Context: an optimization exercise on an open-source flow, tuned for small area. The choices shown serve that exercise and are no tape-out recipe.
In this exercise RTL edits were held to simulation tests only and were not proved equivalent to the original.
Power figures rest on the tool's default switching activity, not on a simulated workload.

### design.v
module gbx_link (
    input  wire        clk,
    input  wire        rst,           
    input  wire        tick,          
    input  wire        start,         
    input  wire [63:0] desc,          
    input  wire        cancel,        
    input  wire        rx_valid,
    input  wire [7:0]  rx_data,
    output wire        rx_ready,
    output wire        rx_flush,      
    output wire        tx_valid,
    output wire [7:0]  tx_data,
    input  wire        tx_ready,
    input  wire        src_valid,
    input  wire [7:0]  src_data,
    output wire        src_ready,
    output wire        sink_valid,
    output wire [7:0]  sink_data,
    input  wire        sink_ready,
    input  wire [4:0]  buf_raddr,
    output wire [7:0]  buf_rdata,
    output reg         busy,
    output reg  [2:0]  op,            
    output reg         done,
    output reg  [3:0]  status,
    output reg  [2:0]  cause,
    output reg  [2:0]  rxsm,
    output reg  [31:0] result_len,
    output reg  [31:0] offset,
    output reg  [31:0] remaining,
    output reg         progress,
    output reg  [31:0] progress_count
);
    localparam [11:0] T_TIMEOUT = 12'd3000;
    localparam [3:0] ST_NONE              = 4'd0;
    localparam [3:0] ST_OK                = 4'd1;
    localparam [3:0] ST_NO_FRAME_MARKER   = 4'd2;
    localparam [3:0] ST_INCOMPLETE_LENGTH = 4'd3;
    localparam [3:0] ST_CANCELLED         = 4'd4;
    localparam [3:0] ST_CAPACITY          = 4'd5;
    localparam [3:0] ST_SHORT_TRANSFER    = 4'd6;
    localparam [3:0] ST_SINK_WRITE        = 4'd7;
    localparam [3:0] ST_SHORT_SOURCE      = 4'd8;
    localparam [3:0] ST_TRANSPORT_WRITE   = 4'd9;
    localparam [3:0] ST_ILLEGAL_OP        = 4'd10;
    localparam [2:0] CA_NONE         = 3'd0;
    localparam [2:0] CA_DEADLINE     = 3'd1;
    localparam [2:0] CA_CANCEL       = 3'd2;
    localparam [2:0] CA_BAD_STX      = 3'd3;
    localparam [2:0] CA_SHORT_ACCEPT = 3'd4;
    localparam [2:0] RX_SEEK_DLE    = 3'd0;
    localparam [2:0] RX_SEEK_STX    = 3'd1;
    localparam [2:0] RX_READ_LENGTH = 3'd2;
    localparam [2:0] RX_DONE        = 3'd3;
    localparam [2:0] RX_TIMEOUT     = 3'd4;
    localparam [2:0] RX_CANCELLED   = 3'd5;
    reg         ph;         
    reg         waiting;
    reg  [4:0]  wk;         
    reg  [11:0] dl;         
    reg  [4:0]  cnt;        
    reg  [23:0] sc;         
    reg  [4:0]  ptr;        
    reg  [255:0] ring;      
    reg  [7:0]  bufm [0:31];
    wire run_req   = busy & ~op[2] & ~op[1];
    wire run_rx    = busy &  op[1] & ~op[0];
    wire run_buf   = busy &  op[1] &  op[0];
    wire run_sink  = busy &  op[2] & ~op[0];
    wire run_send  = busy &  op[2] &  op[0];
    wire run_fetch = run_send & ~ph;
    wire run_write = run_send &  ph;
    wire expired   = (dl == 12'd0);
    wire rem_hi0   = (remaining[31:1] == 31'd0);
    wire rem_zero  = rem_hi0 & ~remaining[0];
    wire rem_one   = rem_hi0 &  remaining[0];
    wire [2:0]  d_op  = desc[2:0];
    wire [7:0]  d_cmd = desc[15:8];
    wire [15:0] d_cap = desc[31:16];
    wire [31:0] d_len = desc[63:32];
    wire cap_ok   = (d_cap[15:6] == 10'd0) && (d_cap[5:0] <= 6'd32);
    wire len_over = (d_len[31:6] != 26'd0) || (d_len[5:0] > d_cap[5:0]);
    wire len_zero = (d_len == 32'd0);
    reg desc_valid;
    always @* begin
        case (d_op)
            3'd1:    desc_valid = (desc[7:3] == 5'd0) && (desc[63:16] == 48'd0);
            3'd2:    desc_valid = (desc[63:3] == 61'd0);
            3'd3:    desc_valid = (desc[15:3] == 13'd0) && cap_ok;
            3'd4:    desc_valid = (desc[31:3] == 29'd0);
            3'd5:    desc_valid = (desc[31:3] == 29'd0);
            default: desc_valid = 1'b0;
        endcase
    end
    reg [7:0] frame_byte;
    always @* begin
        case (cnt[2:0])
            3'd0:    frame_byte = 8'h10;
            3'd1:    frame_byte = 8'h02;
            3'd5:    frame_byte = 8'h01;
            3'd6:    frame_byte = sc[7:0];
            default: frame_byte = 8'h00;
        endcase
    end
    wire step      = ~waiting;
    wire rx_take   = rx_valid & rx_ready;
    wire tx_acc    = run_write & step & ~cancel & tx_ready;
    wire fetch_any = run_fetch & step & (cnt != 5'd0);
    wire src_take  = src_ready & src_valid;
    wire [4:0] cnt_p1 = cnt + 5'd1;
    wire fetch_last = (remaining[31:5] != 27'd0) ? (cnt_p1 == 5'd0)
                                                 : (cnt_p1 == remaining[4:0]);
    wire chunk_end = (offset[4:0] == 5'd31) | rem_one;
    assign rx_ready   = step & ~cancel & (run_rx | run_buf | (run_sink & ~ph));
    assign rx_flush   = run_req & (cnt[2:0] == 3'd0);
    assign tx_valid   = run_req | (run_write & step & ~cancel);
    assign tx_data    = run_req ? frame_byte : ring[{ptr, 3'b000} +: 8];
    assign src_ready  = run_fetch & step & ((cnt != 5'd0) | (~rem_zero & ~cancel));
    assign sink_valid = run_sink & ph;
    assign sink_data  = sc[7:0];
    assign buf_rdata  = bufm[buf_raddr];
    always @(posedge clk) begin
        ring <= {ring[247:0], src_take ? src_data : ring[255:248]};
        ptr  <= (src_take & (cnt == 5'd0)) ? 5'd0 : ptr + {4'd0, ~tx_acc};
        if (run_buf & rx_take)
            bufm[offset[4:0]] <= rx_data;
    end
    wire set_dl = ~busy | rx_take | tx_acc;
    reg  set_wait;
    always @(posedge clk) begin
        if (set_dl)
            dl <= T_TIMEOUT - {11'd0, tick};
        else
            dl <= dl - {11'd0, tick & ~expired};
        if (set_wait)
            wk <= (run_rx ? 5'd10 : 5'd20) - {4'd0, tick};
        else
            wk <= wk - {4'd0, tick};
    end
    wire load     = ~busy & start & desc_valid & (d_op[2] | (d_op[1] & d_op[0]));
    wire buf_take = run_buf & rx_take;
    wire snk_take = run_sink & rx_take;
    wire snk_acc  = run_sink & ph & sink_ready;
    wire off_inc  = buf_take | snk_acc | tx_acc;
    wire rem_dec  = buf_take | snk_take | tx_acc;
    wire pc_inc   = buf_take | snk_acc | (tx_acc & chunk_end);
    always @(posedge clk) begin
        if (rst) begin
            offset         <= 32'd0;
            remaining      <= 32'd0;
            progress_count <= 32'd0;
            progress       <= 1'b0;
        end else begin
            offset         <= load ? 32'd0 : offset + {31'd0, off_inc};
            remaining      <= load ? d_len : remaining - {31'd0, rem_dec};
            progress_count <= progress_count + {31'd0, pc_inc};
            progress       <= pc_inc;
        end
    end
    reg       fin;         
    reg [3:0] fin_st;
    reg [2:0] fin_ca;
    always @* begin
        fin      = 1'b0;
        fin_st   = ST_NONE;
        fin_ca   = CA_NONE;
        set_wait = 1'b0;
        if (step && busy) begin
            if (run_req) begin
                if (!tx_ready) begin
                    fin = 1'b1; fin_st = ST_TRANSPORT_WRITE; fin_ca = CA_SHORT_ACCEPT;
                end else if (cnt[2:0] == 3'd6) begin
                    fin = 1'b1; fin_st = ST_OK;
                end
            end else if (run_rx) begin
                if (cancel) begin
                    fin = 1'b1; fin_st = ST_CANCELLED; fin_ca = CA_CANCEL;
                end else if (rx_valid) begin
                    if (rxsm == RX_SEEK_STX && rx_data != 8'h02) begin
                        fin = 1'b1; fin_st = ST_NO_FRAME_MARKER; fin_ca = CA_BAD_STX;
                    end else if (rxsm == RX_READ_LENGTH && cnt[1:0] == 2'd3) begin
                        fin = 1'b1; fin_st = ST_OK;
                    end
                end else if (expired) begin
                    fin = 1'b1;
                    fin_st = (rxsm == RX_READ_LENGTH) ? ST_INCOMPLETE_LENGTH : ST_NO_FRAME_MARKER;
                    fin_ca = CA_DEADLINE;
                end else
                    set_wait = 1'b1;
            end else if (run_buf || (run_sink && !ph)) begin
                if (cancel) begin
                    fin = 1'b1; fin_st = ST_SHORT_TRANSFER; fin_ca = CA_CANCEL;
                end else if (rx_valid) begin
                    if (run_buf && rem_one) begin
                        fin = 1'b1; fin_st = ST_OK;
                    end
                end else if (expired) begin
                    fin = 1'b1; fin_st = ST_SHORT_TRANSFER; fin_ca = CA_DEADLINE;
                end else
                    set_wait = 1'b1;
            end else if (run_sink) begin
                if (!sink_ready) begin
                    fin = 1'b1; fin_st = ST_SINK_WRITE; fin_ca = CA_SHORT_ACCEPT;
                end else if (rem_zero) begin
                    fin = 1'b1; fin_st = ST_OK;
                end
            end else if (run_fetch) begin
                if (cnt == 5'd0 && rem_zero) begin
                    fin = 1'b1; fin_st = ST_OK;
                end else if (cnt == 5'd0 && cancel) begin
                    fin = 1'b1; fin_st = ST_SHORT_TRANSFER; fin_ca = CA_CANCEL;
                end else if (!src_valid) begin
                    fin = 1'b1; fin_st = ST_SHORT_SOURCE;
                end
            end else begin  
                if (cancel) begin
                    fin = 1'b1; fin_st = ST_SHORT_TRANSFER; fin_ca = CA_CANCEL;
                end else if (tx_ready) begin
                    if (chunk_end)
                        set_wait = 1'b1;
                end else if (expired) begin
                    fin = 1'b1; fin_st = ST_SHORT_TRANSFER; fin_ca = CA_DEADLINE;
                end else
                    set_wait = 1'b1;
            end
        end
    end
    always @(posedge clk) begin
        if (rst) begin
            busy    <= 1'b0;
            done    <= 1'b0;
            status  <= ST_NONE;
            cause   <= CA_NONE;
            rxsm    <= RX_SEEK_DLE;
            result_len <= 32'd0;
            op      <= 3'd0;
            waiting <= 1'b0;
        end else begin
            done <= 1'b0;
            if (waiting) begin
                if (wk == 5'd0)
                    waiting <= 1'b0;
            end else if (!busy) begin
                if (start) begin
                    op     <= d_op;
                    status <= ST_NONE;
                    cause  <= CA_NONE;
                    if (!desc_valid) begin
                        status <= ST_ILLEGAL_OP;
                        done   <= 1'b1;
                    end else if (d_op == 3'd3 && len_over) begin
                        status <= ST_CAPACITY;
                        done   <= 1'b1;
                    end else if (d_op[2] | (d_op[1] & d_op[0])) begin
                        if (len_zero) begin
                            status <= ST_OK;
                            done   <= 1'b1;
                        end else
                            busy <= 1'b1;
                    end else begin
                        busy <= 1'b1;
                        if (d_op == 3'd2)
                            rxsm <= RX_SEEK_DLE;
                    end
                end
            end else begin
                if (fin) begin
                    busy   <= 1'b0;
                    done   <= 1'b1;
                    status <= fin_st;
                    cause  <= fin_ca;
                end
                if (set_wait)
                    waiting <= 1'b1;
                if (run_rx) begin
                    if (cancel)
                        rxsm <= RX_CANCELLED;
                    else if (rx_valid) begin
                        case (rxsm)
                        RX_SEEK_DLE:
                            if (rx_data == 8'h10) rxsm <= RX_SEEK_STX;
                        RX_SEEK_STX:
                            rxsm <= (rx_data == 8'h02) ? RX_READ_LENGTH : RX_TIMEOUT;
                        default:
                            if (cnt[1:0] == 2'd3) begin
                                result_len <= {sc, rx_data};
                                rxsm       <= RX_DONE;
                            end
                        endcase
                    end else if (expired)
                        rxsm <= RX_TIMEOUT;
                end
            end
        end
    end
    always @(posedge clk) begin
        if (!busy) begin
            ph  <= 1'b0;
            cnt <= 5'd0;
            sc[7:0] <= d_cmd;
        end else if (step) begin
            if (run_req && tx_ready)
                cnt <= cnt + 5'd1;
            if (run_rx && !cancel && rx_valid && rxsm == RX_READ_LENGTH) begin
                cnt <= cnt + 5'd1;
                sc  <= {sc[15:0], rx_data};
            end
            if (snk_take) begin
                sc[7:0] <= rx_data;
                ph      <= 1'b1;
            end
            if (run_sink && ph)
                ph <= 1'b0;
            if (src_take) begin
                cnt <= fetch_last ? 5'd0 : cnt_p1;
                if (fetch_last)
                    ph <= 1'b1;
            end
            if (tx_acc && chunk_end)
                ph <= 1'b0;
        end
    end
endmodule
### run.sh
#!/bin/bash
# synth_recipe.tcl (not shown) runs the flow's synth.tcl, then flattens the netlist and writes it again
# the make line also repeats each setting of config.mk as NAME=value (left out here)
make -C /OpenROAD-flow-scripts/flow DESIGN_CONFIG=/design/flow/config.mk WORK_HOME=/design/flow/orfs CLKGATE_MAP_FILE= SYNTH_SCRIPT=/design/flow/synth_recipe.tcl finish
### config.mk
export PLATFORM = sky130hd
export DESIGN_NAME = gbx_link
export DESIGN_NICKNAME = gbx_link
export VERILOG_FILES = /design/flow/design.v
export SDC_FILE = /design/flow/constraint.sdc
export NUM_CORES = 4
export LEC_CHECK = 0
export CAP_MARGIN = 20
export CORE_MARGIN = 2
export CORE_UTILIZATION = 40
export PLACE_DENSITY = 0.6
export SLEW_MARGIN = 20
### constraint.sdc
create_clock -name core_clock -period 10.0 [get_ports {clk}]
set_input_delay 2.0000 -clock core_clock [delete_from_list [all_inputs] [get_ports {clk}]]
set_output_delay 2.0000 -clock core_clock [all_outputs]
set_load 0.01 [all_outputs]
==> flow_results.xml, run 1 <==
<?xml version="1.0" encoding="UTF-8"?>
<metrics>
  <group name="drt">
    <metric name="drt_iter0_drc" unit="">1283</metric>
    <metric name="drt_drc_violations_left" unit="">0</metric>
    <metric name="drt_first_pass_iters" unit="">5</metric>
    <metric name="ant_nets" unit="">0</metric>
    <metric name="routed_wire_length_per_instance" unit="um">21.50</metric>
    <metric name="detail_route.vias_per_cell" unit="">5.363</metric>
    <metric name="detailroute.via_count" unit="">16680</metric>
    <metric name="detail_route.wirelength" unit="um">66860</metric>
  </group>
  <group name="finish">
    <metric name="area_growth_syn_to_layout" unit="%">23.00</metric>
    <metric name="final.fill_count" unit="">5597</metric>
    <metric name="layout.nets" unit="">2297</metric>
    <metric name="postLayoutCellArea" unit="um^2">32840</metric>
    <metric name="finalCoreUtilization" unit="">0.4986</metric>
    <metric name="drive_above_1_share" unit="">0.1613</metric>
  </group>
  <group name="timing">
    <metric name="unrepaired_setup_endpoints_after_global_routing" unit="">false</metric>
    <metric name="timing.final.crit_share" unit="">0.7069</metric>
    <metric name="worst_clk_skew" unit="ns">0.03201</metric>
    <metric name="count_of_final_hold_check_violations" unit="">0</metric>
    <metric name="hold_ws" unit="ns">0.3346</metric>
    <metric name="setup_viol_count_final" unit="">0</metric>
    <metric name="fmax" unit="MHz">141.5</metric>
    <metric name="setup_tns" unit="ns">0</metric>
    <metric name="relSlewSlack" unit="">0.2359</metric>
    <metric name="timing_worst_slew_pin_value" unit="ns">1.145</metric>
    <metric name="final_max_slew_viol_count" unit="">0</metric>
    <metric name="period_minus_slack" unit="ns">7.069</metric>
  </group>
  <group name="power">
    <metric name="ir_worst_vdd" unit="V">0.0001450</metric>
    <metric name="power_density" unit="nW/um^2">188.1</metric>
    <metric name="leakagePower" unit="nW">11.27</metric>
  </group>
  <group name="clock_network">
    <metric name="clockBufferDepth" unit="">3</metric>
    <metric name="worst_setup_hold_path_clk_slew" unit="ns">0.06</metric>
    <metric name="cts_htree_levels" unit="">3</metric>
    <metric name="clock_latency" unit="ns">0.62</metric>
    <metric name="cts.root.buffer_cell" unit="">sky130_fd_sc_hd__clkbuf_16</metric>
    <metric name="cts_hold_buf" unit="">0</metric>
    <metric name="clock_sinks" unit="">709</metric>
    <metric name="cts_tree" unit="">done</metric>
    <metric name="postCtsResizedCells" unit="">0</metric>
    <metric name="numCtsBuffers" unit="">76</metric>
    <metric name="cts_setup_buffers" unit="">0</metric>
  </group>
  <group name="place">
    <metric name="finalWeightedCongestion" unit="">0.8969</metric>
    <metric name="i_o_buffers" unit="">266</metric>
    <metric name="place_area" unit="um^2">30190</metric>
    <metric name="detailed_place_hpwl" unit="um">45770</metric>
  </group>
  <group name="floorplanning">
    <metric name="die_width" unit="um">262.3</metric>
    <metric name="initial_core_util" unit="">0.4053</metric>
    <metric name="ioPinCount" unit="">267</metric>
    <metric name="chipHeight" unit="um">262.3</metric>
    <metric name="floorplan_row_count" unit="">94</metric>
    <metric name="core_area" unit="um^2">65860</metric>
    <metric name="area_enclosed_by_the_die_boundary" unit="um^2">68820</metric>
  </group>
  <group name="global_routing">
    <metric name="grtUsageTotal" unit="">0.1927</metric>
    <metric name="global_route.overflow_total" unit="">0</metric>
    <metric name="grt_pass1_wl" unit="um">103500</metric>
    <metric name="number_of_antenna_violations_at_the_first_check_in_global_routing" unit="">2</metric>
    <metric name="first_global_vias" unit="">17050</metric>
    <metric name="grt_max_degree" unit="">71</metric>
  </group>
  <group name="status">
    <metric name="status" unit="">no timing/DRC/antenna violations</metric>
  </group>
  <group name="yosys">
    <metric name="ys_ff_latch" unit="">709</metric>
    <metric name="synth_sequential_area_ratio" unit="">0.6366</metric>
    <metric name="netlist.area_leader.share" unit="">0.3217</metric>
    <metric name="synth.distinct_cells" unit="">80</metric>
    <metric name="postSynth.asyncResetShare" unit="">0</metric>
    <metric name="post-synth-top-area-cell" unit="">sky130_fd_sc_hd__dfxtp_1</metric>
    <metric name="ys_dominant_reg_cell" unit="">sky130_fd_sc_hd__dfxtp_1</metric>
    <metric name="synth.top_cells.by_count" unit="">sky130_fd_sc_hd__dfxtp_1, sky130_fd_sc_hd__edfxtp_1, sky130_fd_sc_hd__nor2_1, sky130_fd_sc_hd__mux4_2, sky130_fd_sc_hd__nand2_1</metric>
    <metric name="syn-mean-instance-area" unit="um^2">13.96</metric>
    <metric name="synth_most_common_cell" unit="">sky130_fd_sc_hd__dfxtp_1</metric>
    <metric name="synthesis.yosys.warnings" unit="">1</metric>
    <metric name="synth.area.top_cells" unit="">sky130_fd_sc_hd__dfxtp_1, sky130_fd_sc_hd__edfxtp_1, sky130_fd_sc_hd__mux4_2, sky130_fd_sc_hd__nor2_1, sky130_fd_sc_hd__nand2_1</metric>
    <metric name="syn-num-nets" unit="">2029</metric>
    <metric name="syn-instance-count" unit="">1912</metric>
    <metric name="synth_edf_count" unit="">280</metric>
    <metric name="netlist_area" unit="um^2">26700</metric>
  </group>
  <group name="setup_path">
    <metric name="timing.critical_path.fanout_max" unit="">35</metric>
    <metric name="critPathRequiredTime" unit="ns">8.00</metric>
    <metric name="endpoint_kind" unit="">output pin</metric>
    <metric name="cp.arrival" unit="ns">5.07</metric>
    <metric name="worstSetupStartpointType" unit="">primary input</metric>
    <metric name="reg2reg_setup_slack" unit="ns">5.54</metric>
    <metric name="path_class" unit="">in -&gt; out</metric>
  </group>
  <group name="run">
    <metric name="drv.max_cap_violation_count" unit="">0</metric>
  </group>
  <group name="worst_hold_path">
    <metric name="hold_class" unit="">reg -&gt; reg</metric>
  </group>
</metrics>
flip-flops by register name, summed over array words and instances (netlist names), 3 cells and up:
name	flops
bufm	256
ring	256
offset	32
progress_count	32
remaining	32
result_len	32
sc	24
dl	12
cnt	5
ptr	5
wk	5
status	4
cause	3
op	3
rxsm	3
cell usage in the layout (no fill, tap or decap), drive strengths merged, types with 5 or more instances in the layout:
cell           Yosys  final
dfxtp            429    429
o21ai             22     22
xnor2             53     53
nor4              29     29
nand3             61     61
a211oi            34     34
nor3b              8      8
clkbuf            66     98
a31oi              8      8
nand2            156    156
a21oi             57     57
nand3b             7      7
clkinv             1     28
nor3              22     22
nor2             193    193
nand4             12     12
and2              11     11
mux4             160    160
mux2              24     24
and3              18     18
or4               12     12
nor4b              5      5
or3                8      8
edfxtp           280    280
nand4b             6      6
bufinv             0     10
buf               33     27
inv               26     30
a311oi             6      6
nor2b             11     11
mux2i             12     12
clkdlybuf4s50      0    262
ha                23     23
xor2              57     57
layout make-up:
class	instances	area, um^2	share of cell area
clock inverter	44	519.2	0.01581
multi-input combinational	1077	9190	0.2799
clock buffer	98	2118	0.06451
tap	864	1081	0.03292
inverter	27	101.3	0.003086
timing repair buffer	289	2820	0.08589
antenna	2	5.005	0.0001524
sequential	709	17000	0.5178
through the flow:
step	cells	power [mW]	setup slack (ns)
floorplan	1912	3.201	3.940
global placement	2966	3.305	2.930
detailed placement	2966	3.314	2.864
CTS	3108	6.246	2.868
global route	3110	6.379	2.699
finish	3110	6.175	2.931
metal layers:
| metal | track usage | share of wire | wire (um) |
|---|---|---|---|
| met4 | 0.06127 | 0.029 | 1938 |
| met1 | 0.2546 | 0.42 | 28290 |
| met5 | 0 | 0 | 0 |
| met2 | 0.3127 | 0.48 | 32090 |
| met3 | 0.04779 | 0.068 | 4540 |
critical path: stages:
cell,delay [ns]
sky130_fd_sc_hd__buf_4,0.53
sky130_fd_sc_hd__buf_4,0.59
sky130_fd_sc_hd__mux4_2,0.61
sky130_fd_sc_hd__mux4_2,0.50
sky130_fd_sc_hd__mux2_2,0.29
sky130_fd_sc_hd__clkdlybuf4s50_1,0.49
kinds of logic after synthesis:
| family | synth area share |
|---|---|
| and+or+nand+nor | 0.1049 |
| muxes | 0.1496 |
| xor gates and xnor gates | 0.03609 |
| AOI/OAI and AO/OA | 0.04246 |
| adders and majority gates | 0.01078 |
| buffers and inverters | 0.01954 |
| DFF | 0.6366 |
report_power, final:
part           internal, mW  switching [mW]
registers              3.02          0.0179
logic                 0.108           0.107
clock network          1.77            1.16
path summary, 6_finish.rpt:
check | startpoint | to | depth (start not counted)
setup reg to reg | op[2] | remaining[30] | 14
hold / removal | ring[45] | ring[53] | 0
hold reg to reg | ring[45] | ring[53] | 0
setup / recovery | buf_raddr[0] | buf_rdata[6] | 6
==> inputs of run 2 (changes only) <==
--- a/design.v
+++ b/design.v
@@ -63,3 +63,2 @@
     reg  [23:0] sc;         
-    reg  [4:0]  ptr;        
     reg  [255:0] ring;      
@@ -117,3 +116,3 @@
     assign tx_valid   = run_req | (run_write & step & ~cancel);
-    assign tx_data    = run_req ? frame_byte : ring[{ptr, 3'b000} +: 8];
+    assign tx_data    = run_req ? frame_byte : ring_rd;
     assign src_ready  = run_fetch & step & ((cnt != 5'd0) | (~rem_zero & ~cancel));
@@ -121,6 +120,15 @@
     assign sink_data  = sc[7:0];
-    assign buf_rdata  = bufm[buf_raddr];
+    assign buf_rdata  = buf_rd;
+    reg [7:0] ring_rd, buf_rd;
+    integer k;
+    always @* begin
+        ring_rd = 8'd0;
+        buf_rd  = 8'd0;
+        for (k = 0; k < 32; k = k + 1) begin
+            ring_rd = ring_rd | (ring[8*k +: 8] & {8{cnt == k}});
+            buf_rd  = buf_rd  | (bufm[k] & {8{buf_raddr == k}});
+        end
+    end
     always @(posedge clk) begin
         ring <= {ring[247:0], src_take ? src_data : ring[255:248]};
-        ptr  <= (src_take & (cnt == 5'd0)) ? 5'd0 : ptr + {4'd0, ~tx_acc};
         if (run_buf & rx_take)
@@ -296,28 +304,20 @@
     end
+    wire len_byte = run_rx & step & ~cancel & rx_valid & (rxsm == RX_READ_LENGTH);
+    wire cnt_inc  = (run_req & step & tx_ready) | len_byte |
+                    (src_take & ~fetch_last) | (run_write & ~tx_acc);
+    wire cnt_clr  = ~busy | (tx_acc & chunk_end);
     always @(posedge clk) begin
-        if (!busy) begin
-            ph  <= 1'b0;
-            cnt <= 5'd0;
+        cnt <= cnt_clr ? 5'd0 : cnt + {4'd0, cnt_inc};
+        if (!busy)
+            ph <= 1'b0;
+        else if (snk_take | (src_take & fetch_last))
+            ph <= 1'b1;
+        else if ((run_sink & ph) | (tx_acc & chunk_end))
+            ph <= 1'b0;
+        if (!busy)
             sc[7:0] <= d_cmd;
-        end else if (step) begin
-            if (run_req && tx_ready)
-                cnt <= cnt + 5'd1;
-            if (run_rx && !cancel && rx_valid && rxsm == RX_READ_LENGTH) begin
-                cnt <= cnt + 5'd1;
-                sc  <= {sc[15:0], rx_data};
-            end
-            if (snk_take) begin
-                sc[7:0] <= rx_data;
-                ph      <= 1'b1;
-            end
-            if (run_sink && ph)
-                ph <= 1'b0;
-            if (src_take) begin
-                cnt <= fetch_last ? 5'd0 : cnt_p1;
-                if (fetch_last)
-                    ph <= 1'b1;
-            end
-            if (tx_acc && chunk_end)
-                ph <= 1'b0;
-        end
+        else if (snk_take)
+            sc[7:0] <= rx_data;
+        if (len_byte)
+            sc <= {sc[15:0], rx_data};
     end
--- a/config.mk
+++ b/config.mk
@@ -7,6 +7,7 @@
 export LEC_CHECK = 0
-export CAP_MARGIN = 20
+export CAP_MARGIN = 10
 export CORE_MARGIN = 2
-export CORE_UTILIZATION = 40
-export PLACE_DENSITY = 0.6
-export SLEW_MARGIN = 20
+export CORE_UTILIZATION = 60
+export CTS_BUF_LIST = sky130_fd_sc_hd__clkbuf_4 sky130_fd_sc_hd__clkbuf_8
+export PLACE_DENSITY = 0.75
+export SLEW_MARGIN = 10
==> run 2 against run 1 <==
Compared with the run above: critical path type unchanged; register-to-register slack got worse by 1.2 ns; clock skew increased by 0.016 ns; largest power group unchanged; critical endpoint is now buf_rdata[3]; sequential share of layout area increased by 2.2 points; global-route usage increased by 19 points; fmax decreased by 0.67%; worst setup slack got worse by 0.048 ns.
==> flow_results.xml, run 2 <==
<?xml version="1.0" encoding="UTF-8"?>
<metrics>
  <group name="worst_hold_path">
    <metric name="whs_endpoint" unit="">ring[148]</metric>
    <metric name="hold_depth" unit="">0</metric>
    <metric name="hold_path_startpoint" unit="">ring[140]</metric>
    <metric name="hold_class" unit="">reg -&gt; reg</metric>
  </group>
  <group name="drt">
    <metric name="drt_drc_violations_left" unit="">0</metric>
    <metric name="detail_route.wirelength" unit="um">86820</metric>
    <metric name="routed_wire_length_per_instance" unit="um">27.84</metric>
    <metric name="drt_first_pass_iters" unit="">6</metric>
    <metric name="detailroute.via_count" unit="">20430</metric>
    <metric name="ant_nets" unit="">0</metric>
    <metric name="drt_iter0_drc" unit="">2669</metric>
    <metric name="detail_route.vias_per_cell" unit="">6.554</metric>
  </group>
  <group name="power">
    <metric name="p_int" unit="mW">4.366</metric>
    <metric name="total_power" unit="mW">5.629</metric>
    <metric name="power.switching" unit="mW">1.264</metric>
    <metric name="netSwitchingFraction" unit="">0.2245</metric>
    <metric name="comb_power_share" unit="">0.035</metric>
    <metric name="power_density" unit="nW/um^2">179.9</metric>
    <metric name="pwr-share-seq" unit="">0.535</metric>
    <metric name="ir_worst_vdd" unit="V">0.0002145</metric>
    <metric name="leakagePower" unit="nW">10.85</metric>
    <metric name="p_clk_frac" unit="">0.430</metric>
  </group>
  <group name="timing">
    <metric name="count_of_final_hold_check_violations" unit="">0</metric>
    <metric name="timing.final.crit_share" unit="">0.7117</metric>
    <metric name="fmax" unit="MHz">140.5</metric>
    <metric name="hold_ws" unit="ns">0.3350</metric>
    <metric name="final_critical_path_setup_slack" unit="ns">2.883</metric>
    <metric name="unrepaired_setup_endpoints_after_global_routing" unit="">false</metric>
    <metric name="setup_viol_count_final" unit="">0</metric>
    <metric name="timing_worst_slew_pin_value" unit="ns">1.379</metric>
    <metric name="worst_clk_skew" unit="ns">0.04801</metric>
    <metric name="period_minus_slack" unit="ns">7.117</metric>
    <metric name="final_max_slew_viol_count" unit="">0</metric>
    <metric name="setup_tns" unit="ns">0</metric>
    <metric name="relSlewSlack" unit="">0.07699</metric>
  </group>
  <group name="floorplanning">
    <metric name="chipHeight" unit="um">211.7</metric>
    <metric name="core_area" unit="um^2">42790</metric>
    <metric name="ioPinCount" unit="">267</metric>
    <metric name="floorplan_row_count" unit="">76</metric>
    <metric name="area_enclosed_by_the_die_boundary" unit="um^2">44800</metric>
    <metric name="initial_core_util" unit="">0.6046</metric>
    <metric name="die_width" unit="um">211.7</metric>
  </group>
  <group name="finish">
    <metric name="layout_common_cells" unit="">sky130_fd_sc_hd__dfxtp_1, sky130_fd_sc_hd__edfxtp_1, sky130_fd_sc_hd__clkdlybuf4s50_1, sky130_fd_sc_hd__nor2_1, sky130_fd_sc_hd__nand2_1</metric>
    <metric name="leading_cell_type_in_the_layout_fill_and_taps_excluded" unit="">sky130_fd_sc_hd__dfxtp_1</metric>
    <metric name="area_growth_syn_to_layout" unit="%">20.94</metric>
    <metric name="drive_above_1_share" unit="">0.09922</metric>
    <metric name="layout.nets" unit="">2599</metric>
  </group>
  <group name="yosys">
    <metric name="synth.top_cells.by_count" unit="">sky130_fd_sc_hd__dfxtp_1, sky130_fd_sc_hd__edfxtp_1, sky130_fd_sc_hd__nor2_1, sky130_fd_sc_hd__nand2_1, sky130_fd_sc_hd__a22oi_1</metric>
    <metric name="synthesis.yosys.warnings" unit="">1</metric>
    <metric name="syn-num-nets" unit="">2288</metric>
    <metric name="post-synth-top-area-cell" unit="">sky130_fd_sc_hd__dfxtp_1</metric>
    <metric name="synth.area.top_cells" unit="">sky130_fd_sc_hd__dfxtp_1, sky130_fd_sc_hd__edfxtp_1, sky130_fd_sc_hd__nor2_1, sky130_fd_sc_hd__a22oi_1, sky130_fd_sc_hd__nand2_1</metric>
    <metric name="synth_most_common_cell" unit="">sky130_fd_sc_hd__dfxtp_1</metric>
    <metric name="ys_ff_latch" unit="">704</metric>
    <metric name="synth_sequential_area_ratio" unit="">0.6531</metric>
    <metric name="ys_dominant_reg_cell" unit="">sky130_fd_sc_hd__dfxtp_1</metric>
    <metric name="netlist_area" unit="um^2">25870</metric>
    <metric name="synth_edf_count" unit="">280</metric>
    <metric name="synth.distinct_cells" unit="">75</metric>
    <metric name="netlist.area_leader.share" unit="">0.3281</metric>
    <metric name="postSynth.asyncResetShare" unit="">0</metric>
    <metric name="syn-mean-instance-area" unit="um^2">11.92</metric>
    <metric name="syn-instance-count" unit="">2170</metric>
  </group>
  <group name="status">
    <metric name="status" unit="">no timing/DRC/antenna violations</metric>
  </group>
  <group name="setup_path">
    <metric name="r2r_cells" unit="">14</metric>
    <metric name="path_cells" unit="">clkdlybuf4s50_1, or3b_2, nor2_1, a22o_1, a221oi_1, nand4_1, or3_1, clkdlybuf4s50_1</metric>
    <metric name="worstReg2RegStart" unit="">busy</metric>
    <metric name="reg2reg_setup_slack" unit="ns">4.38</metric>
    <metric name="cp_num_buf_inv" unit="">2</metric>
    <metric name="critical_path_depth" unit="">8</metric>
    <metric name="worst_path_max_delay_cell" unit="">sky130_fd_sc_hd__nor2_1</metric>
    <metric name="critPathRequiredTime" unit="ns">8.00</metric>
    <metric name="path_delay_family" unit="">simple AND/OR/NAND/NOR gates</metric>
    <metric name="path_class" unit="">in -&gt; out</metric>
    <metric name="worstSetupStartpointType" unit="">primary input</metric>
    <metric name="timing.critical_path.fanout_max" unit="">8</metric>
    <metric name="slowest_delay" unit="ns">0.74</metric>
    <metric name="cp.arrival" unit="ns">5.12</metric>
    <metric name="crit_path_frequent_cell" unit="">sky130_fd_sc_hd__clkdlybuf4s50_1</metric>
    <metric name="worstReg2RegEnd" unit="">remaining[28]</metric>
    <metric name="endpoint_kind" unit="">output pin</metric>
  </group>
  <group name="place">
    <metric name="detailed_place_hpwl" unit="um">61100</metric>
    <metric name="i_o_buffers" unit="">266</metric>
    <metric name="dpl_worst_slack" unit="ns">3.002</metric>
    <metric name="finalWeightedCongestion" unit="">0.9994</metric>
  </group>
  <group name="global_routing">
    <metric name="global_route.overflow_total" unit="">0</metric>
    <metric name="grtUsageTotal" unit="">0.3860</metric>
    <metric name="first_global_vias" unit="">19740</metric>
    <metric name="grt_max_degree" unit="">83</metric>
    <metric name="grt_pass1_wl" unit="um">125900</metric>
    <metric name="number_of_antenna_violations_at_the_first_check_in_global_routing" unit="">2</metric>
  </group>
  <group name="clock_network">
    <metric name="cts.root.buffer_cell" unit="">sky130_fd_sc_hd__clkbuf_8</metric>
    <metric name="clock_sinks" unit="">704</metric>
    <metric name="clockBufferDepth" unit="">3</metric>
    <metric name="postCtsResizedCells" unit="">0</metric>
    <metric name="cts_hold_buf" unit="">0</metric>
    <metric name="cts_tree" unit="">done</metric>
    <metric name="numCtsBuffers" unit="">104</metric>
    <metric name="cts_setup_buffers" unit="">0</metric>
    <metric name="cts_htree_levels" unit="">3</metric>
    <metric name="worst_setup_hold_path_clk_slew" unit="ns">0.07</metric>
    <metric name="clock_latency" unit="ns">0.74</metric>
  </group>
  <group name="run">
    <metric name="drv.max_cap_violation_count" unit="">0</metric>
  </group>
</metrics>
## run 2: changes by cell type in the layout (fill, tap and decap cells not counted), moves of 53 or more
cell                        delta
sky130_fd_sc_hd__nor2_1       +65
sky130_fd_sc_hd__nand4_1      +53
sky130_fd_sc_hd__clkbuf_8    +110
sky130_fd_sc_hd__mux4_2      -160
sky130_fd_sc_hd__a22o_1       +54
sky130_fd_sc_hd__a221oi_1     +59
sky130_fd_sc_hd__a22oi_1     +101
sky130_fd_sc_hd__clkbuf_16    -79
## run 2: worst max path at each step
stage            startpoint      endpoint  slack (ns)
2_1_floorplan  buf_raddr[0]  buf_rdata[2]        4.59
3_3_place_gp   buf_raddr[2]  buf_rdata[6]        3.03
3_5_place_dp   buf_raddr[2]  buf_rdata[6]        3.00
4_1_cts        buf_raddr[2]  buf_rdata[7]        3.00
5_1_grt        buf_raddr[2]  buf_rdata[7]        2.86
6_report       buf_raddr[2]  buf_rdata[3]        2.88
## run 2: worst reg2reg max path, cell delays in order (launching register included)
cell,delay (ns)
sky130_fd_sc_hd__dfxtp_1,0.49
sky130_fd_sc_hd__buf_4,0.41
sky130_fd_sc_hd__nand3_1,0.36
sky130_fd_sc_hd__o21ai_0,0.75
sky130_fd_sc_hd__nand3_1,0.41
sky130_fd_sc_hd__o21ai_0,0.44
sky130_fd_sc_hd__ha_1,0.38
sky130_fd_sc_hd__ha_1,0.30
sky130_fd_sc_hd__nor4b_1,0.40
sky130_fd_sc_hd__nand4_1,0.29
sky130_fd_sc_hd__or3_1,0.50
sky130_fd_sc_hd__or4_1,0.45
sky130_fd_sc_hd__xnor2_1,0.15
sky130_fd_sc_hd__nor2_1,0.06
sky130_fd_sc_hd__nor3_1,0.19
## run 2: cells by family (layout without fill, tap and decap cells)
kind of cell	Yosys count	in the layout	synth area share
simple gates	743	743	0.1414
fa+ha+maj	24	24	0.01161
flops	704	704	0.6531
mux	30	30	0.01243
compound gates	450	450	0.1288
xor+xnor	102	102	0.03453
buf+inv	117	517	0.01814
other cells	0	2	0
## run 2: metal layers
layer | routed length (um) | part of all wire | global-route usage
met1 | 34760 | 0.40 | 0.5367
met2 | 37250 | 0.43 | 0.5643
met3 | 11420 | 0.13 | 0.1314
met4 | 3381 | 0.039 | 0.1394
met5 | 0 | 0 | 0
## run 2: area by class of cell
class / instances / area, um^2
Antenna cell: 2 / 5.005
Sequential cell: 704 / 16900
Multi-Input combinational cell: 1349 / 8549
Clock inverter: 33 / 246.5
Inverter: 32 / 120.1
Timing Repair Buffer: 290 / 2840
Tap cell: 546 / 683.2
Fill cell: 2903 / 11500
Clock buffer: 162 / 1948
## run 2: per-stage QoR
step           instance area, um^2  std cells  utilization
6_report                     31290       3118       0.7312
5_1_grt                      31290       3117       0.7311
4_1_cts                      31280       3116       0.7311
3_5_place_dp                 29090       2921       0.6798
3_3_place_gp                 29090       2921       0.6798
2_1_floorplan                25870       2170            -
## run 2: power groups by stage
stage	logic [mW]	registers [mW]	clock network (mW)
5_1_grt	0.210	3.01	2.55
3_3_place_gp	0.189	3.07	0
6_report	0.199	3.01	2.42
3_5_place_dp	0.195	3.07	0
2_1_floorplan	0.0828	3.07	0
4_1_cts	0.196	3.01	2.42
==> inputs of run 3 (changes only) <==
==> flow/run.sh (new file) <==
#!/bin/bash
# Standard layout, with small port buffers and no CTS dummy loads.
set -uo pipefail
export BUFFER_PORTS_ARGS="-buffer_cell sky130_fd_sc_hd__buf_1"
bash standard.sh "CTS_ARGS=-sink_clustering_enable -repair_clock_nets -dont_use_dummy_load -buf_list {sky130_fd_sc_hd__clkbuf_4 sky130_fd_sc_hd__clkbuf_8}" finish > standard.log 2>&1
==> standard.sh (new file) <==
#!/bin/bash
# synth_recipe.tcl (not shown) runs the flow's synth.tcl, then flattens the netlist and writes it again
# the make line also repeats each setting of config.mk as NAME=value (left out here)
make -C /OpenROAD-flow-scripts/flow DESIGN_CONFIG=/design/flow/config.mk WORK_HOME=/design/flow/orfs CLKGATE_MAP_FILE= SYNTH_SCRIPT=/design/flow/synth_recipe.tcl "${@:-finish}"
removed: run.sh
==> run 3 against run 2 <==
Compared with the run above: via count decreased by 2.1%; wire length is 2.0% lower; cell count fell by 2.8%; worst hold slack got worse by 0.0079 ns; register-to-register slack better by 0.92 ns; sequential share of layout area up 4.4 points; power shrank 9.5%; clock skew grew 0.030 ns; critical endpoint is now buf_rdata[6]; largest power group unchanged.
==> flow_results.xml, run 3 <==
<?xml version="1.0" encoding="UTF-8"?>
<metrics>
  <group name="setup_path">
    <metric name="worstReg2RegEnd" unit="">remaining[28]</metric>
    <metric name="r2r_cells" unit="">13</metric>
    <metric name="reg2reg_setup_slack" unit="ns">5.30</metric>
    <metric name="worstReg2RegStart" unit="">op[2]</metric>
    <metric name="crit_path_start" unit="">buf_raddr[0]</metric>
    <metric name="endpoint_kind" unit="">output pin</metric>
    <metric name="path_class" unit="">in -&gt; out</metric>
    <metric name="timing.critical_path.fanout_max" unit="">8</metric>
    <metric name="worstSetupStartpointType" unit="">primary input</metric>
    <metric name="critPathRequiredTime" unit="ns">8.00</metric>
    <metric name="cp.arrival" unit="ns">4.40</metric>
  </group>
  <group name="yosys">
    <metric name="synth.area.top_cells" unit="">sky130_fd_sc_hd__dfxtp_1, sky130_fd_sc_hd__edfxtp_1, sky130_fd_sc_hd__nor2_1, sky130_fd_sc_hd__a22oi_1, sky130_fd_sc_hd__nand2_1</metric>
    <metric name="post-synth-top-area-cell" unit="">sky130_fd_sc_hd__dfxtp_1</metric>
    <metric name="synth.distinct_cells" unit="">75</metric>
    <metric name="synth.top_cells.by_count" unit="">sky130_fd_sc_hd__dfxtp_1, sky130_fd_sc_hd__edfxtp_1, sky130_fd_sc_hd__nor2_1, sky130_fd_sc_hd__nand2_1, sky130_fd_sc_hd__a22oi_1</metric>
    <metric name="ys_ff_latch" unit="">704</metric>
    <metric name="synthesis.yosys.warnings" unit="">1</metric>
    <metric name="netlist.area_leader.share" unit="">0.3281</metric>
    <metric name="syn-num-nets" unit="">2288</metric>
    <metric name="synth_edf_count" unit="">280</metric>
    <metric name="netlist_area" unit="um^2">25870</metric>
    <metric name="syn-instance-count" unit="">2170</metric>
    <metric name="synth_sequential_area_ratio" unit="">0.6531</metric>
    <metric name="ys_dominant_reg_cell" unit="">sky130_fd_sc_hd__dfxtp_1</metric>
    <metric name="syn-mean-instance-area" unit="um^2">11.92</metric>
    <metric name="postSynth.asyncResetShare" unit="">0</metric>
    <metric name="synth_most_common_cell" unit="">sky130_fd_sc_hd__dfxtp_1</metric>
  </group>
  <group name="global_routing">
    <metric name="grt_max_degree" unit="">78</metric>
    <metric name="global_route.overflow_total" unit="">0</metric>
    <metric name="grtUsageTotal" unit="">0.3789</metric>
    <metric name="grt_pass1_wl" unit="um">123600</metric>
    <metric name="first_global_vias" unit="">19230</metric>
    <metric name="number_of_antenna_violations_at_the_first_check_in_global_routing" unit="">2</metric>
  </group>
  <group name="floorplanning">
    <metric name="chipHeight" unit="um">211.7</metric>
    <metric name="core_area" unit="um^2">42790</metric>
    <metric name="initial_core_util" unit="">0.6046</metric>
    <metric name="floorplan_row_count" unit="">76</metric>
    <metric name="ioPinCount" unit="">267</metric>
    <metric name="area_enclosed_by_the_die_boundary" unit="um^2">44800</metric>
    <metric name="die_width" unit="um">211.7</metric>
  </group>
  <group name="finish">
    <metric name="layout_common_cells" unit="">sky130_fd_sc_hd__dfxtp_1, sky130_fd_sc_hd__edfxtp_1, sky130_fd_sc_hd__buf_1, sky130_fd_sc_hd__nor2_1, sky130_fd_sc_hd__nand2_1</metric>
    <metric name="leading_cell_type_in_the_layout_fill_and_taps_excluded" unit="">sky130_fd_sc_hd__dfxtp_1</metric>
    <metric name="layout.nets" unit="">2604</metric>
    <metric name="area_growth_syn_to_layout" unit="%">11.80</metric>
    <metric name="drive_above_1_share" unit="">0.07327</metric>
    <metric name="final.fill_count" unit="">3236</metric>
  </group>
  <group name="clock_network">
    <metric name="clockBufferDepth" unit="">3</metric>
    <metric name="cts_hold_buf" unit="">0</metric>
    <metric name="cts_setup_buffers" unit="">0</metric>
    <metric name="clock_sinks" unit="">704</metric>
    <metric name="cts.root.buffer_cell" unit="">sky130_fd_sc_hd__clkbuf_8</metric>
    <metric name="clock_latency" unit="ns">0.73</metric>
    <metric name="cts_htree_levels" unit="">3</metric>
    <metric name="worst_setup_hold_path_clk_slew" unit="ns">0.07</metric>
    <metric name="numCtsBuffers" unit="">107</metric>
    <metric name="postCtsResizedCells" unit="">0</metric>
    <metric name="cts_tree" unit="">done</metric>
  </group>
  <group name="place">
    <metric name="i_o_buffers" unit="">266</metric>
    <metric name="detailed_place_hpwl" unit="um">59910</metric>
    <metric name="finalWeightedCongestion" unit="">1.014</metric>
  </group>
  <group name="timing">
    <metric name="hold_ws" unit="ns">0.3271</metric>
    <metric name="count_of_final_hold_check_violations" unit="">0</metric>
    <metric name="unrepaired_setup_endpoints_after_global_routing" unit="">false</metric>
    <metric name="setup_viol_count_final" unit="">0</metric>
    <metric name="fmax" unit="MHz">156.2</metric>
    <metric name="timing_worst_slew_pin_value" unit="ns">1.323</metric>
    <metric name="period_minus_slack" unit="ns">6.402</metric>
    <metric name="relSlewSlack" unit="">0.1146</metric>
    <metric name="setup_tns" unit="ns">0</metric>
    <metric name="worst_clk_skew" unit="ns">0.07832</metric>
    <metric name="timing.final.crit_share" unit="">0.6402</metric>
    <metric name="final_max_slew_viol_count" unit="">0</metric>
  </group>
  <group name="drt">
    <metric name="detail_route.vias_per_cell" unit="">6.597</metric>
    <metric name="detailroute.via_count" unit="">20000</metric>
    <metric name="routed_wire_length_per_instance" unit="um">28.07</metric>
    <metric name="drt_drc_violations_left" unit="">0</metric>
    <metric name="ant_nets" unit="">0</metric>
    <metric name="drt_first_pass_iters" unit="">6</metric>
    <metric name="detail_route.wirelength" unit="um">85080</metric>
    <metric name="drt_iter0_drc" unit="">2403</metric>
  </group>
  <group name="worst_hold_path">
    <metric name="hold_class" unit="">reg -&gt; reg</metric>
    <metric name="hold_path_startpoint" unit="">ring[196]</metric>
    <metric name="hold_depth" unit="">0</metric>
    <metric name="whs_endpoint" unit="">ring[204]</metric>
  </group>
  <group name="power">
    <metric name="leakagePower" unit="nW">9.813</metric>
    <metric name="ir_worst_vdd" unit="V">0.0001450</metric>
    <metric name="power_density" unit="nW/um^2">176.2</metric>
  </group>
  <group name="status">
    <metric name="status" unit="">no timing/DRC/antenna violations</metric>
  </group>
  <group name="run">
    <metric name="drv.max_cap_violation_count" unit="">0</metric>
  </group>
</metrics>
[run 3: logic make-up (layout without fill, tap and decap cells)]
group	Yosys count	after routing	synth area share
and+or+nand+nor	743	743	0.1414
DFF	704	704	0.6531
AOI/OAI and AO/OA	450	450	0.1288
buffers and inverters	117	431	0.01814
xor gates and xnor gates	102	102	0.03453
muxes	30	30	0.01243
adders and majority gates	24	24	0.01161
other	0	1	0
[run 3: metal layers]
metal,wire (um),share of wire,global-route usage,vias to the layer above
met5,0,0,0,-
met4,3115,0.037,0.1455,0
met3,10790,0.13,0.1245,199
met2,36300,0.43,0.5449,1343
met1,34880,0.41,0.5340,9708
li1,-,-,-,8747
[run 3: layout make-up]
type	instances	area [um^2]	share of cell area
clock buffers	107	1473	0.05092
repair buffers	292	1199	0.04144
multi-input cells	1349	8549	0.2956
diodes	1	2.502	0.00008652
flip-flops and latches	704	16900	0.5842
inverters	32	120.1	0.004153
well taps	546	683.2	0.02362
[run 3: how the worst max path moves through the flow]
stage / to
after CTS: buf_rdata[6]
after global placement: buf_rdata[3]
after detailed placement: buf_rdata[6]
after floorplan: buf_rdata[2]
after global routing: buf_rdata[6]
final: buf_rdata[6]
[run 3: critical path, stage by stage]
cell and delay [ns]:
sky130_fd_sc_hd__buf_1 0.14, sky130_fd_sc_hd__nand2b_1 0.33, sky130_fd_sc_hd__nor2_1 0.27, sky130_fd_sc_hd__a22o_1 0.29, sky130_fd_sc_hd__a221oi_1 0.59, sky130_fd_sc_hd__nand4_1 0.15, sky130_fd_sc_hd__or3_1 0.46, sky130_fd_sc_hd__buf_1 0.16
[run 3: through the flow]
| stage | cell area (um^2) | total power, mW | instances | setup WS (ns) | utilization |
|---|---|---|---|---|---|
| floorplan | 25870 | 3.149 | 2170 | 4.586 | - |
| global placement | 27450 | 3.229 | 2923 | 3.774 | 0.6414 |
| detailed placement | 27450 | 3.236 | 2923 | 3.663 | 0.6414 |
| CTS | 28920 | 5.106 | 3030 | 3.660 | 0.6758 |
| global route | 28920 | 5.232 | 3031 | 3.502 | 0.6759 |
| finish | 28920 | 5.095 | 3031 | 3.598 | 0.6759 |
[run 3: report_power, final]
group | internal [mW] | total, mW | switching, mW
Clock | 0.937 | 1.92 | 0.978
Sequential | 3.00 | 3.01 | 0.0167
Combinational | 0.0522 | 0.166 | 0.113
Total | 3.99 | 5.09 | 1.11
==> inputs of run 4 (changes only) <==
==> flow/run.sh (replaced) <==
#!/bin/bash
# The standard layout (standard.sh) with these changes:
#  - synthesis: ORFS synthesis unchanged except that abc maps the logic with
#    an area-oriented script (flow/area.abc) instead of abc_speed.script;
#  - port buffers are sky130_fd_sc_hd__buf_1;
#  - CTS: clkbuf_8 only, sink clusters of at most 16 sinks within 70 um,
#    no dummy loads.
# Each tool's output goes to a log of its own in this folder.
set -uo pipefail
W=$PWD
# synthesis script: synth_recipe.tcl, sourcing a copy of ORFS synth.tcl whose
# abc call uses flow/area.abc
sed "s|^  log_cmd abc {\*}\$abc_args|  set abc_args [lreplace \$abc_args 1 1 $W/flow/area.abc]\n  log_cmd abc {*}\$abc_args|" \
    "$FLOW_HOME/scripts/synth.tcl" > "$W/synth_area.tcl"
grep -q "flow/area.abc" "$W/synth_area.tcl" || { echo "synth.tcl patch failed"; exit 1; }
sed "s|source \$::env(SCRIPTS_DIR)/synth.tcl|source $W/synth_area.tcl|" synth_recipe.tcl > "$W/synth_recipe_area.tcl"
grep -q "synth_area.tcl" "$W/synth_recipe_area.tcl" || { echo "synth_recipe.tcl patch failed"; exit 1; }
export BUFFER_PORTS_ARGS="-buffer_cell sky130_fd_sc_hd__buf_1"
bash standard.sh "SYNTH_SCRIPT=$W/synth_recipe_area.tcl" \
    "CTS_ARGS=-sink_clustering_enable -repair_clock_nets -dont_use_dummy_load -sink_clustering_size 16 -sink_clustering_max_diameter 70 -buf_list sky130_fd_sc_hd__clkbuf_8" \
    finish > standard.log 2>&1
==> flow/area.abc (new file) <==
&get -n
&st
&deepsyn -T 40
&dch
&nf -R 1000 -p
&put
topo
--- a/config.mk
+++ b/config.mk
@@ -9,5 +9,4 @@
 export CORE_MARGIN = 2
-export CORE_UTILIZATION = 60
-export CTS_BUF_LIST = sky130_fd_sc_hd__clkbuf_4 sky130_fd_sc_hd__clkbuf_8
-export PLACE_DENSITY = 0.75
+export CORE_UTILIZATION = 70
+export PLACE_DENSITY = 0.8
 export SLEW_MARGIN = 10
==> run 4 against run 3 <==
Compared with the run above: clock skew decreased by 0.012 ns; register-to-register slack worse by 1.8 ns; fmax shrank 1.9%; die area shrank 19%; clock-buffer cell count down 57; combinational power rose by 25%; cell count fell by 12%; first-iteration DRC count rose by 11%.
==> flow_results.xml, run 4 <==
<?xml version="1.0" encoding="UTF-8"?>
<metrics>
  <group name="status">
    <metric name="status" unit="">no timing/DRC/antenna violations</metric>
  </group>
  <group name="finish">
    <metric name="area_growth_syn_to_layout" unit="%">9.666</metric>
    <metric name="leading_cell_type_in_the_layout_fill_and_taps_excluded" unit="">sky130_fd_sc_hd__dfxtp_1</metric>
    <metric name="layout.area.seq" unit="um^2">16900</metric>
    <metric name="postLayoutCellArea" unit="um^2">26590</metric>
    <metric name="area_used_by_multi_input_combinational_logic" unit="um^2">7221</metric>
    <metric name="layout.nets" unit="">2337</metric>
    <metric name="drive_above_1_share" unit="">0.03518</metric>
    <metric name="finalCoreUtilization" unit="">0.7754</metric>
    <metric name="final.fill_count" unit="">2166</metric>
    <metric name="layout_common_cells" unit="">sky130_fd_sc_hd__dfxtp_1, sky130_fd_sc_hd__edfxtp_1, sky130_fd_sc_hd__buf_1, sky130_fd_sc_hd__nor2_1, sky130_fd_sc_hd__nand2_1</metric>
  </group>
  <group name="yosys">
    <metric name="synth.area.top_cells" unit="">sky130_fd_sc_hd__dfxtp_1, sky130_fd_sc_hd__edfxtp_1, sky130_fd_sc_hd__nor2_1, sky130_fd_sc_hd__a222oi_1, sky130_fd_sc_hd__a22o_1</metric>
    <metric name="syn-instance-count" unit="">1893</metric>
    <metric name="ys_dominant_reg_cell" unit="">sky130_fd_sc_hd__dfxtp_1</metric>
    <metric name="post-synth-top-area-cell" unit="">sky130_fd_sc_hd__dfxtp_1</metric>
    <metric name="netlist.area_leader.share" unit="">0.3501</metric>
    <metric name="ys_ff_latch" unit="">704</metric>
    <metric name="netlist_area" unit="um^2">24240</metric>
    <metric name="syn-mean-instance-area" unit="um^2">12.81</metric>
    <metric name="synth.distinct_cells" unit="">47</metric>
    <metric name="synth.top_cells.by_count" unit="">sky130_fd_sc_hd__dfxtp_1, sky130_fd_sc_hd__edfxtp_1, sky130_fd_sc_hd__nor2_1, sky130_fd_sc_hd__nand2_1, sky130_fd_sc_hd__a21oi_1</metric>
    <metric name="synthesis.yosys.warnings" unit="">1</metric>
    <metric name="synth_edf_count" unit="">280</metric>
    <metric name="synth_sequential_area_ratio" unit="">0.6969</metric>
    <metric name="postSynth.asyncResetShare" unit="">0</metric>
    <metric name="synth_most_common_cell" unit="">sky130_fd_sc_hd__dfxtp_1</metric>
    <metric name="syn-num-nets" unit="">2011</metric>
  </group>
  <group name="clock_network">
    <metric name="clock_sinks" unit="">704</metric>
    <metric name="clockBufferDepth" unit="">3</metric>
    <metric name="cts_tree" unit="">done</metric>
    <metric name="numCtsBuffers" unit="">50</metric>
    <metric name="cts_htree_levels" unit="">2</metric>
    <metric name="cts_setup_buffers" unit="">0</metric>
    <metric name="worst_setup_hold_path_clk_slew" unit="ns">0.10</metric>
    <metric name="cts.root.buffer_cell" unit="">sky130_fd_sc_hd__clkbuf_8</metric>
    <metric name="clock_latency" unit="ns">0.65</metric>
    <metric name="postCtsResizedCells" unit="">0</metric>
    <metric name="cts_hold_buf" unit="">0</metric>
  </group>
  <group name="timing">
    <metric name="worst_clk_skew" unit="ns">0.06594</metric>
    <metric name="count_of_final_hold_check_violations" unit="">0</metric>
    <metric name="hold_ws" unit="ns">0.3269</metric>
    <metric name="fmax" unit="MHz">153.2</metric>
    <metric name="final_max_slew_viol_count" unit="">0</metric>
    <metric name="timing_worst_slew_pin_value" unit="ns">1.313</metric>
    <metric name="timing.final.crit_share" unit="">0.6526</metric>
    <metric name="unrepaired_setup_endpoints_after_global_routing" unit="">false</metric>
    <metric name="relSlewSlack" unit="">0.1216</metric>
    <metric name="period_minus_slack" unit="ns">6.526</metric>
    <metric name="setup_viol_count_final" unit="">0</metric>
    <metric name="setup_tns" unit="ns">0</metric>
  </group>
  <group name="setup_path">
    <metric name="r2r_cells" unit="">24</metric>
    <metric name="critPathRequiredTime" unit="ns">10.52</metric>
    <metric name="endpoint_kind" unit="">flop</metric>
    <metric name="worstSetupStartpointType" unit="">primary input</metric>
    <metric name="timing.critical_path.fanout_max" unit="">10</metric>
    <metric name="path_class" unit="">in -&gt; reg</metric>
    <metric name="reg2reg_setup_slack" unit="ns">3.55</metric>
    <metric name="cp.arrival" unit="ns">7.04</metric>
  </group>
  <group name="floorplanning">
    <metric name="initial_core_util" unit="">0.7071</metric>
    <metric name="floorplan_row_count" unit="">68</metric>
    <metric name="area_enclosed_by_the_die_boundary" unit="um^2">36140</metric>
    <metric name="chipHeight" unit="um">190.1</metric>
    <metric name="core_area" unit="um^2">34290</metric>
    <metric name="ioPinCount" unit="">267</metric>
    <metric name="die_width" unit="um">190.1</metric>
  </group>
  <group name="power">
    <metric name="ir_worst_vdd" unit="V">0.0001792</metric>
    <metric name="power_density" unit="nW/um^2">169.7</metric>
    <metric name="total_power" unit="mW">4.511</metric>
    <metric name="leakagePower" unit="nW">9.284</metric>
  </group>
  <group name="global_routing">
    <metric name="grt_max_degree" unit="">65</metric>
    <metric name="grtUsageTotal" unit="">0.3846</metric>
    <metric name="grt_pass1_wl" unit="um">103600</metric>
    <metric name="number_of_antenna_violations_at_the_first_check_in_global_routing" unit="">3</metric>
    <metric name="global_route.overflow_total" unit="">0</metric>
    <metric name="first_global_vias" unit="">17510</metric>
  </group>
  <group name="place">
    <metric name="finalWeightedCongestion" unit="">0.9882</metric>
    <metric name="i_o_buffers" unit="">266</metric>
    <metric name="place_area" unit="um^2">25890</metric>
    <metric name="detailed_place_hpwl" unit="um">47670</metric>
  </group>
  <group name="drt">
    <metric name="detailroute.wirelength.met3" unit="um">9158</metric>
    <metric name="detailroute.via_count" unit="">18430</metric>
    <metric name="drt_drc_violations_left" unit="">0</metric>
    <metric name="drt_first_pass_iters" unit="">8</metric>
    <metric name="detail_route.vias_per_cell" unit="">6.893</metric>
    <metric name="ant_nets" unit="">0</metric>
    <metric name="highest-signal-layer" unit="">met5</metric>
    <metric name="route.layer.met1.wl" unit="um">25500</metric>
    <metric name="detail_route.wirelength" unit="um">70320</metric>
    <metric name="routed_wire_length_per_instance" unit="um">26.30</metric>
    <metric name="drt_iter0_drc" unit="">2660</metric>
    <metric name="route.met2.wl" unit="um">32620</metric>
  </group>
  <group name="worst_hold_path">
    <metric name="hold_depth" unit="">0</metric>
    <metric name="hold_class" unit="">reg -&gt; reg</metric>
  </group>
  <group name="run">
    <metric name="drv.max_cap_violation_count" unit="">0</metric>
  </group>
</metrics>
run 4: final cells by class:
class                           count  share of cell area
Sequential cell                   704              0.6355
Multi-Input combinational cell   1160              0.2716
Timing Repair Buffer              282             0.04245
Clock buffer                       50             0.02588
Tap cell                          455             0.02141
Inverter                           21            0.002965
Antenna cell                        2           0.0001882
run 4: path summary, 6_finish.rpt:
path | endpoint | from
worst min register to register | ring[71] | ring[63]
worst max register to register | progress_count[30] | remaining[23]
worst min-delay path | ring[71] | ring[63]
worst max-delay path | progress_count[30] | cancel
run 4: report_power, final:
group | total [mW] | switching [mW] | internal (mW)
registers | 3.02 | 0.0220 | 3.00
logic | 0.208 | 0.139 | 0.0688
clock network | 1.28 | 0.834 | 0.449
total | 4.51 | 0.994 | 3.52
run 4: per-stage QoR:
step           setup WS (ns)  cells
6_report               3.474   2674
3_5_place_dp           2.965   2622
4_1_cts                3.590   2672
3_3_place_gp           3.183   2622
2_1_floorplan          3.860   1893
5_1_grt                3.065   2673
run 4: cell families after synthesis:
kind of cell / after synthesis / synth area share
flip-flops: 704 / 0.6969
AND/OR/NAND/NOR: 642 / 0.1312
AO/OA/AOI/OAI: 448 / 0.1354
multiplexers: 17 / 0.007845
buffers and inverters: 29 / 0.005729
adder cells (fa/ha/maj): 24 / 0.01239
XOR/XNOR: 29 / 0.01048
run 4: per-layer routing:
metal,track usage,up-vias
li1,-,8005
met2,0.6192,1370
met4,0.1637,2
met3,0.09094,239
met5,0,-
met1,0.5048,8817
run 4: worst max-delay path, stage by stage:
cell	delay, ns
sky130_fd_sc_hd__buf_1	0.33
sky130_fd_sc_hd__or2_0	0.20
sky130_fd_sc_hd__nor2_1	0.09
sky130_fd_sc_hd__and2_0	0.24
sky130_fd_sc_hd__nand2_1	0.22
sky130_fd_sc_hd__nand3_1	0.29
sky130_fd_sc_hd__ha_1	0.32
sky130_fd_sc_hd__ha_1	0.23
sky130_fd_sc_hd__and4_1	0.24
sky130_fd_sc_hd__and3_1	0.21
sky130_fd_sc_hd__and3_1	0.21
sky130_fd_sc_hd__and3_1	0.21
sky130_fd_sc_hd__and3_1	0.20
sky130_fd_sc_hd__and3_1	0.21
sky130_fd_sc_hd__and3_1	0.21
sky130_fd_sc_hd__and3_1	0.21
sky130_fd_sc_hd__and3_1	0.21
sky130_fd_sc_hd__and3_1	0.21
sky130_fd_sc_hd__and3_1	0.21
sky130_fd_sc_hd__and3_1	0.21
sky130_fd_sc_hd__and3_1	0.21
sky130_fd_sc_hd__and3_1	0.18
sky130_fd_sc_hd__nor3_1	0.20
==> inputs of run 5 (changes only) <==
==> flow/area.abc (replaced) <==
&get -n
&st
&deepsyn -T 120
&dch
&nf -R 1000 -p -F 8 -A 4 -C 32
&put
topo
==> run 5 against run 4 <==
Compared with the run above: first-iteration DRC count is 19% higher; fmax is 0.48% lower; global-route usage is 0.25 points higher; wire length is 1.1% higher; utilization is 0.084 points lower; worst hold slack better by 0.011 ns; die area is 0.36% lower; power is 3.0% higher; critical path depth is 16 lower; critical endpoint is now buf_rdata[4].
==> flow_results.xml, run 5 <==
<?xml version="1.0" encoding="UTF-8"?>
<metrics>
  <group name="status">
    <metric name="status" unit="">no timing/DRC/antenna violations</metric>
  </group>
  <group name="drt">
    <metric name="detail_route.vias_per_cell" unit="">6.964</metric>
    <metric name="highest-signal-layer" unit="">met5</metric>
    <metric name="drt_drc_violations_left" unit="">0</metric>
    <metric name="drt_iter0_drc" unit="">3171</metric>
    <metric name="drt_first_pass_iters" unit="">15</metric>
    <metric name="route.layer.met1.wl" unit="um">25930</metric>
    <metric name="detailroute.wirelength.met3" unit="um">10110</metric>
    <metric name="detailroute.via_count" unit="">18550</metric>
  </group>
  <group name="floorplanning">
    <metric name="core_area" unit="um^2">34290</metric>
    <metric name="ioPinCount" unit="">267</metric>
    <metric name="floorplan_row_count" unit="">68</metric>
  </group>
  <group name="yosys">
    <metric name="synth_edf_count" unit="">280</metric>
    <metric name="synth.distinct_cells" unit="">50</metric>
    <metric name="netlist.area_leader.share" unit="">0.3514</metric>
    <metric name="synth_most_common_cell" unit="">sky130_fd_sc_hd__dfxtp_1</metric>
    <metric name="synth.area.top_cells" unit="">sky130_fd_sc_hd__dfxtp_1, sky130_fd_sc_hd__edfxtp_1, sky130_fd_sc_hd__a22oi_1, sky130_fd_sc_hd__a222oi_1, sky130_fd_sc_hd__nor2_1</metric>
    <metric name="netlist_area" unit="um^2">24150</metric>
    <metric name="synth.top_cells.by_count" unit="">sky130_fd_sc_hd__dfxtp_1, sky130_fd_sc_hd__edfxtp_1, sky130_fd_sc_hd__nor2_1, sky130_fd_sc_hd__nand2_1, sky130_fd_sc_hd__a22oi_1</metric>
    <metric name="synthesis.yosys.warnings" unit="">1</metric>
    <metric name="syn-mean-instance-area" unit="um^2">12.86</metric>
  </group>
  <group name="setup_path">
    <metric name="timing.critical_path.fanout_max" unit="">8</metric>
    <metric name="path_delay_family" unit="">simple AND/OR/NAND/NOR gates</metric>
    <metric name="slowest_delay" unit="ns">0.59</metric>
    <metric name="crit_path_frequent_cell" unit="">sky130_fd_sc_hd__buf_1</metric>
    <metric name="cp_num_buf_inv" unit="">2</metric>
  </group>
  <group name="finish">
    <metric name="drive_above_1_share" unit="">0.03714</metric>
    <metric name="area_used_by_multi_input_combinational_logic" unit="um^2">7154</metric>
    <metric name="layout.area.seq" unit="um^2">16900</metric>
    <metric name="final.fill_count" unit="">2196</metric>
  </group>
  <group name="clock_network">
    <metric name="clock_latency" unit="ns">0.64</metric>
    <metric name="cts_tree" unit="">done</metric>
    <metric name="numCtsBuffers" unit="">50</metric>
    <metric name="cts_htree_levels" unit="">2</metric>
    <metric name="postCtsResizedCells" unit="">0</metric>
    <metric name="clock_sinks" unit="">704</metric>
    <metric name="cts.root.buffer_cell" unit="">sky130_fd_sc_hd__clkbuf_8</metric>
  </group>
  <group name="timing">
    <metric name="hold_ws" unit="ns">0.3384</metric>
    <metric name="relSlewSlack" unit="">0.08785</metric>
    <metric name="timing_worst_slew_pin_value" unit="ns">1.363</metric>
    <metric name="fmax" unit="MHz">152.5</metric>
    <metric name="worst_clk_skew" unit="ns">0.1067</metric>
    <metric name="count_of_final_hold_check_violations" unit="">0</metric>
    <metric name="timing.final.crit_share" unit="">0.6558</metric>
  </group>
  <group name="global_routing">
    <metric name="number_of_antenna_violations_at_the_first_check_in_global_routing" unit="">2</metric>
    <metric name="grtUsageTotal" unit="">0.3871</metric>
    <metric name="grt_pass1_wl" unit="um">103100</metric>
  </group>
  <group name="power">
    <metric name="ir_worst_vdd" unit="V">0.0001176</metric>
    <metric name="power_density" unit="nW/um^2">174.9</metric>
  </group>
</metrics>
-- run 5: power by group --
group / total [mW] / internal [mW] / switching [mW]
clock network: 1.28 / 0.448 / 0.835
registers: 3.06 / 3.01 / 0.0462
logic: 0.301 / 0.0988 / 0.202
total: 4.64 / 3.56 / 1.08
-- run 5: final timing paths --
check	cells past startpoint	endpoint	slack (ns)	startpoint
worst min-delay path	0	ring[181]	0.34	ring[173]
worst max-delay path	7	buf_rdata[4]	3.44	buf_raddr[2]
worst max register to register	25	progress_count[30]	3.56	remaining[24]
worst min register to register	0	ring[181]	0.34	ring[173]
-- run 5: kinds of logic (layout without fill, tap and decap cells) --
group                    after synthesis  in the layout  synth area share
AO/OA/AOI/OAI                        432            432            0.1311
XOR/XNOR                              38             38           0.01378
adder cells (fa/ha/maj)               24             24           0.01243
buffers and inverters                 29            359          0.005750
flip-flops                           704            704            0.6995
multiplexers                          16             16          0.007407
other                                  0              1                 0
AND/OR/NAND/NOR                      635            635            0.1300
-- run 5: layout make-up --
cell class,count,share of cell area
Timing Repair Buffer,288,0.04400
Antenna cell,1,0.00009422
Sequential cell,704,0.6362
Clock buffer,50,0.02591
Multi-Input combinational cell,1145,0.2694
Inverter,21,0.002968
Tap cell,455,0.02144
-- run 5: layer usage --
layer,vias up,GRT usage
met5,-,0
met4,2,0.1834
met3,277,0.1022
met2,1585,0.5893
met1,8732,0.5250
li1,7955,-
-- run 5: worst reg2reg max path, stage by stage (launching register included) --
cell,delay [ns]
sky130_fd_sc_hd__dfxtp_1,0.38
sky130_fd_sc_hd__nor4_1,0.57
sky130_fd_sc_hd__nand3_1,0.13
sky130_fd_sc_hd__nor4b_1,0.81
sky130_fd_sc_hd__nand2_1,0.15
sky130_fd_sc_hd__nor2_1,0.25
sky130_fd_sc_hd__a31oi_1,0.09
sky130_fd_sc_hd__or2_0,0.35
sky130_fd_sc_hd__nand3_1,0.19
sky130_fd_sc_hd__ha_1,0.22
sky130_fd_sc_hd__ha_1,0.22
sky130_fd_sc_hd__and4_1,0.26
sky130_fd_sc_hd__and3_1,0.21
sky130_fd_sc_hd__and3_1,0.20
sky130_fd_sc_hd__and3_1,0.20
sky130_fd_sc_hd__and3_1,0.22
sky130_fd_sc_hd__and3_1,0.22
sky130_fd_sc_hd__and3_1,0.21
sky130_fd_sc_hd__and3_1,0.21
sky130_fd_sc_hd__and3_1,0.21
sky130_fd_sc_hd__and3_1,0.21
sky130_fd_sc_hd__and3_1,0.20
sky130_fd_sc_hd__and3_1,0.20
sky130_fd_sc_hd__and3_1,0.20
sky130_fd_sc_hd__and3_1,0.16
sky130_fd_sc_hd__nor3_1,0.05
-- run 5: metrics by stage --
stage	util	worst slack [ns]	cells	total power, mW	cell area (um^2)
after floorplan	-	3.718	1878	3.272	24150
after global placement	0.7541	3.306	2613	3.407	25860
after detailed placement	0.7541	3.117	2613	3.415	25860
after CTS	0.7742	3.593	2663	4.622	26550
after global routing	0.7746	3.055	2664	4.756	26560
final	0.7746	3.442	2664	4.645	26560

-- re-timing with driven ports --
The flow's constraints put no driver on any port. The routed layouts listed below were extracted and timed again, unchanged, in two steps. Step 1 assumes that a clkbuf_16 drives the clock port and a buf_2 every other input. Step 2 times the ports against the registers' clock, not the clock port: input delays grow and output delays shrink by t, the midpoint of the rising clock arrivals with the driver on. Three values: no drivers, after step 1, after step 2; two values: the first two.
| run | shift t [ns] | setup WS [ns] |
|---|---|---|
| run 1 | 0.655 | 2.931 / 2.903 / 2.903 |
| run 2 | 0.777 | 2.883 / 2.861 / 2.861 |
| run 3 | 0.750 | 3.598 / 3.555 / 3.555 |
| run 4 | 0.666 | 3.474 / 3.443 / 2.777 |
| run 5 | 0.634 | 3.442 / 3.418 / 2.945 |
After both steps setup and hold are still met in every run listed.
